This design comes from an exercise in tuning for small area, a short achievable clock period and few clock cycles per item on the open sky130 flow, not from production work. In this exercise RTL edits were held to simulation tests only and were not proved equivalent to the original. No activity file was given, so power comes from the tool's default toggle rates.

the previous run:
// bope_geom
module bope_geom (
    input  wire        clk,
    input  wire        rst,         
    input  wire        in_valid,
    output wire        in_ready,
    input  wire [1:0]  in_op,       
    input  wire [31:0] in_arg0,     
    input  wire [31:0] in_arg1,     
    input  wire [31:0] in_arg2,     
    input  wire [31:0] in_arg3,     
    input  wire [31:0] in_arg4,     
    output reg         out_valid,
    input  wire        out_ready,
    output reg  [3:0]  out_err,
    output wire [31:0] out_res0,
    output wire [31:0] out_res1,
    output wire [31:0] out_res2
);
export LEC_CHECK = 0
export CAP_MARGIN = 20
export CORE_MARGIN = 2
export CORE_UTILIZATION = 40
export SLEW_MARGIN = 20
create_clock -name core_clock -period 22.0 [get_ports {clk}]
standard.sh (not shown) runs the stock make flow with config.mk's settings and CLKGATE_MAP_FILE= SYNTH_SCRIPT=/design/flow/synth_recipe.tcl, a recipe that flattens the netlist after the stock synthesis.
==> flow/flow/run.sh <==
#!/bin/bash
# The standard layout, with plain buf_1 cells as the port buffers
# instead of the delay cells buffer_ports picks on its own, and repair_timing
# (after CTS and after global routing) aiming well past the 0-slack mark.
set -o pipefail
export BUFFER_PORTS_ARGS="-buffer_cell sky130_fd_sc_hd__buf_1"
export SETUP_SLACK_MARGIN=16.5
bash standard.sh > standard.log 2>&1
The previous run was carried through to the last stage, and its layout satisfied the timing, design-rule and antenna checks.
Testbench counts of the previous run, summed over its fixed seeds: cycles 24,032, items 24,000.
#### Input delta (the current run over the previous run)
--- a/flow/design.v
+++ b/flow/design.v
@@ -142,15 +142,15 @@
     wire        pk_hi       = (px[0] == 1'b0) == f_bo_msb;
     reg [17:0] x_bytes;
     always @(*) begin
         if (!is_pk)      x_bytes = {5'd0, px[15:5], px[4:3] ^ fmask};
         else if (pk_b4)  x_bytes = {3'd0, px[15:1]};
         else if (pk_b8)  x_bytes = {2'd0, px};
         else if (pk_b16) x_bytes = {1'd0, px, 1'b0};
-        else if (pk_b24) x_bytes = add_bk18({2'd0, px}, {1'd0, px, 1'b0});
+        else if (pk_b24) x_bytes = {1'd0, px, 1'b0} + {2'd0, px};
         else             x_bytes = {px, 2'd0};
     end
     wire [7:0] xb  = q_a0[7:0];
     wire [7:0] xb1 = q_a0[8] ? {xb[0], xb[1], xb[2], xb[3], xb[4], xb[5], xb[6], xb[7]} : xb;
     wire [7:0] xb2 = q_a0[9] ? {xb1[3:0], xb1[7:4]} : xb1;
     reg  [3:0]  s_err;
     reg         s_use;       
@@ -243,15 +243,15 @@
             t_err  <= r_err;
             t_geom <= r_geom;
             t_ps   <= ps;
             t_pc   <= pc;
             t_x    <= r_geom ? r_s : {6'd0, r_sm};
         end
     end
-    wire [33:0] p = add_bk34(t_ps, t_pc);
+    wire [33:0] p = t_ps + t_pc;
     wire [31:0] f_res0 = t_geom ? {14'd0, t_x} : p[31:0];
     wire [31:0] f_res1 = t_geom ? p[31:0] : {21'd0, t_x[5:3], 5'd0, t_x[2:0]};
     wire [5:0]  f_res2 = t_geom ? {4'd0, p[33:32]} : t_x[11:6];
     wire out_free = !out_valid || out_ready;
     wire k_v_next = !out_free && (k_v || v2);
     reg        rdy;              
     reg [3:0]  k_err;
@@ -287,56 +287,14 @@
             o_res1  <= k_v ? k_res1 : f_res1;
             o_res2  <= k_v ? k_res2 : f_res2;
         end
     end
     assign out_res0 = o_res0;
     assign out_res1 = o_res1;
     assign out_res2 = {26'd0, o_res2};
-    function [33:0] add_bk34;
-        input [33:0] a;
-        input [33:0] b;
-        integer i, d;
-        reg [33:0] g, t;
-        begin
-            g = a & b;
-            t = a ^ b;
-            for (d = 1; d < 34; d = d * 2)
-                for (i = 2*d - 1; i < 34; i = i + 2*d) begin
-                    g[i] = g[i] | (t[i] & g[i-d]);
-                    t[i] = t[i] & t[i-d];
-                end
-            for (d = 16; d >= 1; d = d / 2)
-                for (i = 3*d - 1; i < 34; i = i + 2*d) begin
-                    g[i] = g[i] | (t[i] & g[i-d]);
-                    t[i] = t[i] & t[i-d];
-                end
-            add_bk34 = (a ^ b) ^ {g[32:0], 1'b0};
-        end
-    endfunction
-    function [17:0] add_bk18;
-        input [17:0] a;
-        input [17:0] b;
-        integer i, d;
-        reg [17:0] g, t;
-        begin
-            g = a & b;
-            t = a ^ b;
-            for (d = 1; d < 18; d = d * 2)
-                for (i = 2*d - 1; i < 18; i = i + 2*d) begin
-                    g[i] = g[i] | (t[i] & g[i-d]);
-                    t[i] = t[i] & t[i-d];
-                end
-            for (d = 8; d >= 1; d = d / 2)
-                for (i = 3*d - 1; i < 18; i = i + 2*d) begin
-                    g[i] = g[i] | (t[i] & g[i-d]);
-                    t[i] = t[i] & t[i-d];
-                end
-            add_bk18 = (a ^ b) ^ {g[16:0], 1'b0};
-        end
-    endfunction
 endmodule
 module booth_enc #(parameter NB = 16, ND = (NB + 2) / 2) (
     input  wire [NB-1:0] b,
     output wire [ND-1:0] neg,
     output wire [ND-1:0] one,
     output wire [ND-1:0] two
 );
--- outcome ---
No run among the previous run and the current run stopped early or left any final violation; all are clean.
Between the previous run and the current run, relative contribution of the clock network to total power is lower for the current run, the previous run comes in above that.
Summary of the current run over the previous run: synthesized cell count increased 3.2%, wire length of the first global-routing pass went up 1.2%, via count picked up an extra 3.6%, number of antenna violations at the first check in global routing fell 3.
Taking the previous run as the reference, in the current run utilization after layout flat; mean area per synthesized cell down about 2.4%; shortest clock period the worst path allows after layout up 0.0070 ns.
Against the previous run, total clock buffers created by CTS in the current run fell by a few percent.
Diff the previous run -> the current run | count of clock-buffer cells in the layout | up slightly
Testbench counts of the current run, summed over its fixed seeds: cycles 24,032, items 24,000.

* * *

Setup of the baseline:
bope_geom, a different RTL version from the one above (not shown whole).
For scale: roughly 430 flip-flops.
## bope_geom
module bope_geom (
    input  wire        clk,
    input  wire        rst,         
    input  wire        in_valid,
    output wire        in_ready,
    input  wire [1:0]  in_op,       
    input  wire [31:0] in_arg0,     
    input  wire [31:0] in_arg1,     
    input  wire [31:0] in_arg2,     
    input  wire [31:0] in_arg3,     
    input  wire [31:0] in_arg4,     
    output reg         out_valid,
    input  wire        out_ready,
    output reg  [3:0]  out_err,
    output wire [31:0] out_res0,
    output wire [31:0] out_res1,
    output wire [31:0] out_res2
);
    localparam OP_VALIDATE  = 2'd0;
    localparam OP_GEOM      = 2'd1;
    localparam OP_PIXADDR   = 2'd2;
    localparam OP_BYTEXFORM = 2'd3;
    localparam ERR_NONE        = 4'd0;
    localparam ERR_INVALID_FMT = 4'd1;
    localparam ERR_UNSUPPORTED = 4'd5;
    localparam ERR_CONTRACT    = 4'd7;
    localparam ERR_ILLEGAL     = 4'd8;
    reg  k_v;                        
    reg  rdy;                        
    wire adv = !k_v;                 
    assign in_ready = rdy;
    reg         q_v;
    reg  [1:0]  q_op;
    reg  [21:0] q_a0;                
    reg         q_bad;               
    reg         q_pad8, q_pad16, q_pad32;
    reg  [15:0] q_w, q_h;
    reg  [15:0] q_x, q_y;
    reg         q_xhi, q_yhi;        
    reg  [5:0]  q_k;
    reg         q_khi;               
    reg  [4:0]  q_d;                 
    reg         q_d32;               
    wire       in_geom = (in_op == OP_GEOM);
    wire       in_pk   = in_arg0[14];
    wire [4:0] d_in    = in_geom ? (in_pk ? 5'd1 : in_arg0[4:0]) : (in_pk ? 5'd0 : in_arg4[4:0]);
    wire       d32_in  = in_geom & ~in_pk & in_arg0[5];
    always @(posedge clk) begin
        if (rst)      q_v <= 1'b0;
        else if (adv) q_v <= in_valid;
    end
    always @(posedge clk) begin
        if (adv) begin
            q_op    <= in_op;
            q_a0    <= in_arg0[21:0];
            q_bad   <= (in_op == OP_BYTEXFORM) ? (in_arg0[31:10] != 22'd0)
                                               : ((in_arg0[23:22] != 2'd0) || (in_arg0[31:30] != 2'd0));
            q_pad8  <= (in_arg0[29:24] == 6'd8);
            q_pad16 <= (in_arg0[29:24] == 6'd16);
            q_pad32 <= (in_arg0[29:24] == 6'd32);
            q_w     <= in_arg1[15:0];
  ...
==> flow/config.mk <==
export PLATFORM = sky130hd
export DESIGN_NAME = bope_geom
export DESIGN_NICKNAME = bope_geom
export VERILOG_FILES = /design/flow/design.v
export SDC_FILE = /design/flow/constraint.sdc
export NUM_CORES = 4
export LEC_CHECK = 0
export CAP_MARGIN = 20
export CORE_MARGIN = 2
export CORE_UTILIZATION = 40
export CTS_CLUSTER_DIAMETER = 120
export CTS_CLUSTER_SIZE = 24
export SLEW_MARGIN = 20
==> flow/constraint.sdc <==
create_clock -name core_clock -period 22.0 [get_ports {clk}]
set_input_delay 4.4000 -clock core_clock [delete_from_list [all_inputs] [get_ports {clk}]]
set_output_delay 4.4000 -clock core_clock [all_outputs]
set_load 0.01 [all_outputs]
Scripts as last shown in full above: flow/flow/run.sh
Testbench counts of the baseline, summed over its fixed seeds: cycles 24,032, items 24,000.
For the candidate, these inputs were changed with respect to the baseline:
--- a/flow/design.v
+++ b/flow/design.v
@@ -17,25 +17,24 @@
     output wire [31:0] out_res2
 );
     localparam OP_VALIDATE  = 2'd0;
     localparam OP_GEOM      = 2'd1;
     localparam OP_PIXADDR   = 2'd2;
     localparam OP_BYTEXFORM = 2'd3;
     localparam ERR_NONE        = 4'd0;
     localparam ERR_INVALID_FMT = 4'd1;
     localparam ERR_UNSUPPORTED = 4'd5;
     localparam ERR_CONTRACT    = 4'd7;
     localparam ERR_ILLEGAL     = 4'd8;
     reg  k_v;                        
-    reg  rdy;                        
     wire adv = !k_v;                 
     assign in_ready = rdy;
     reg         q_v;
     reg  [1:0]  q_op;
     reg  [21:0] q_a0;                
     reg         q_bad;               
     reg         q_pad8, q_pad16, q_pad32;
     reg  [15:0] q_w, q_h;
     reg  [15:0] q_x, q_y;
     reg         q_xhi, q_yhi;        
     reg  [5:0]  q_k;
     reg         q_khi;               
@@ -245,24 +244,25 @@
             t_geom <= r_geom;
             t_ps   <= ps;
             t_pc   <= pc;
             t_x    <= r_geom ? r_s : {6'd0, r_sm};
         end
     end
     wire [33:0] p = add_bk34(t_ps, t_pc);
     wire [31:0] f_res0 = t_geom ? {14'd0, t_x} : p[31:0];
     wire [31:0] f_res1 = t_geom ? p[31:0] : {21'd0, t_x[5:3], 5'd0, t_x[2:0]};
     wire [5:0]  f_res2 = t_geom ? {4'd0, p[33:32]} : t_x[11:6];
     wire out_free = !out_valid || out_ready;
     wire k_v_next = !out_free && (k_v || v2);
+    reg        rdy;              
     reg [3:0]  k_err;
     reg [31:0] k_res0, k_res1;
     reg [5:0]  k_res2;
     reg [31:0] o_res0, o_res1;
     reg [5:0]  o_res2;
     always @(posedge clk) begin
         if (rst) begin
             k_v <= 1'b0;
             rdy <= 1'b1;
         end else begin
             k_v <= k_v_next;
             rdy <= !k_v_next;
==> comparison <==
Wire length of the first global-routing pass came out exactly the same in the candidate and the baseline.
The candidate -> the baseline: synthesized area delta 0, exact match
Reported for the candidate and the baseline, total power turned out identical to the last digit.
Any difference in share of total power in combinational logic between the candidate and the baseline is small enough to ignore.
Re share of the clock period used by the worst path after layout: no difference whatsoever between the candidate and the baseline.
Re number of antenna violations at the first check in global routing: no difference whatsoever between the baseline and the candidate.
The final hold slack of the baseline and that of the candidate are within noise of each other.
[compare] base=the baseline new=the candidate: fraction of the mapped netlist area in compound gates comparable; number of placed I/O pins comparable; die area comparable.
Share of power burned in registers of the baseline is on par with the candidate.
The candidate vs. the baseline: data-path buffer share of cell area in the final layout barely changed; number of buffers created by CTS barely changed.
Testbench counts of the candidate, summed over its fixed seeds: cycles 24,032, items 24,000.

[re-timing with driven ports]
The flow's constraints put no driver on any port. The routed layouts listed below were extracted and timed again, unchanged, in two steps. Step 1: set_driving_cell puts a clkbuf_16 on clk and a buf_2 on each other input, an assumption about the parent block. Step 2 adds t to the input delays and takes it off the output delays; t is the mean of the earliest and latest rising clock arrival at the registers after step 1. Input paths then give back, and output paths get back, about the clock's delay inside the block. Three values: ideal ports, drivers, drivers and shift; two values: the first two.
| run | t, ns | setup WS [ns] | worst setup path after step 2 | worst slew at a driven data input, ns |
|---|---|---|---|---|
| the previous run | 0.658 | 16.425 / 16.359 / 16.148 | input to register | 0.06 |
| the current run | 0.659 | 16.418 / 16.360 / 16.137 | input to register | 0.07 |
| the baseline | 0.641 | 16.432 / 16.365 / 16.159 | input to register | 0.06 |
| the candidate | 0.641 | 16.432 / 16.365 / 16.159 | input to register | 0.06 |
After both steps setup and hold are still met in every run listed. The setup slack of the current run, which loses most, moves by -0.058 ns with the drivers and by -0.281 ns with both steps.
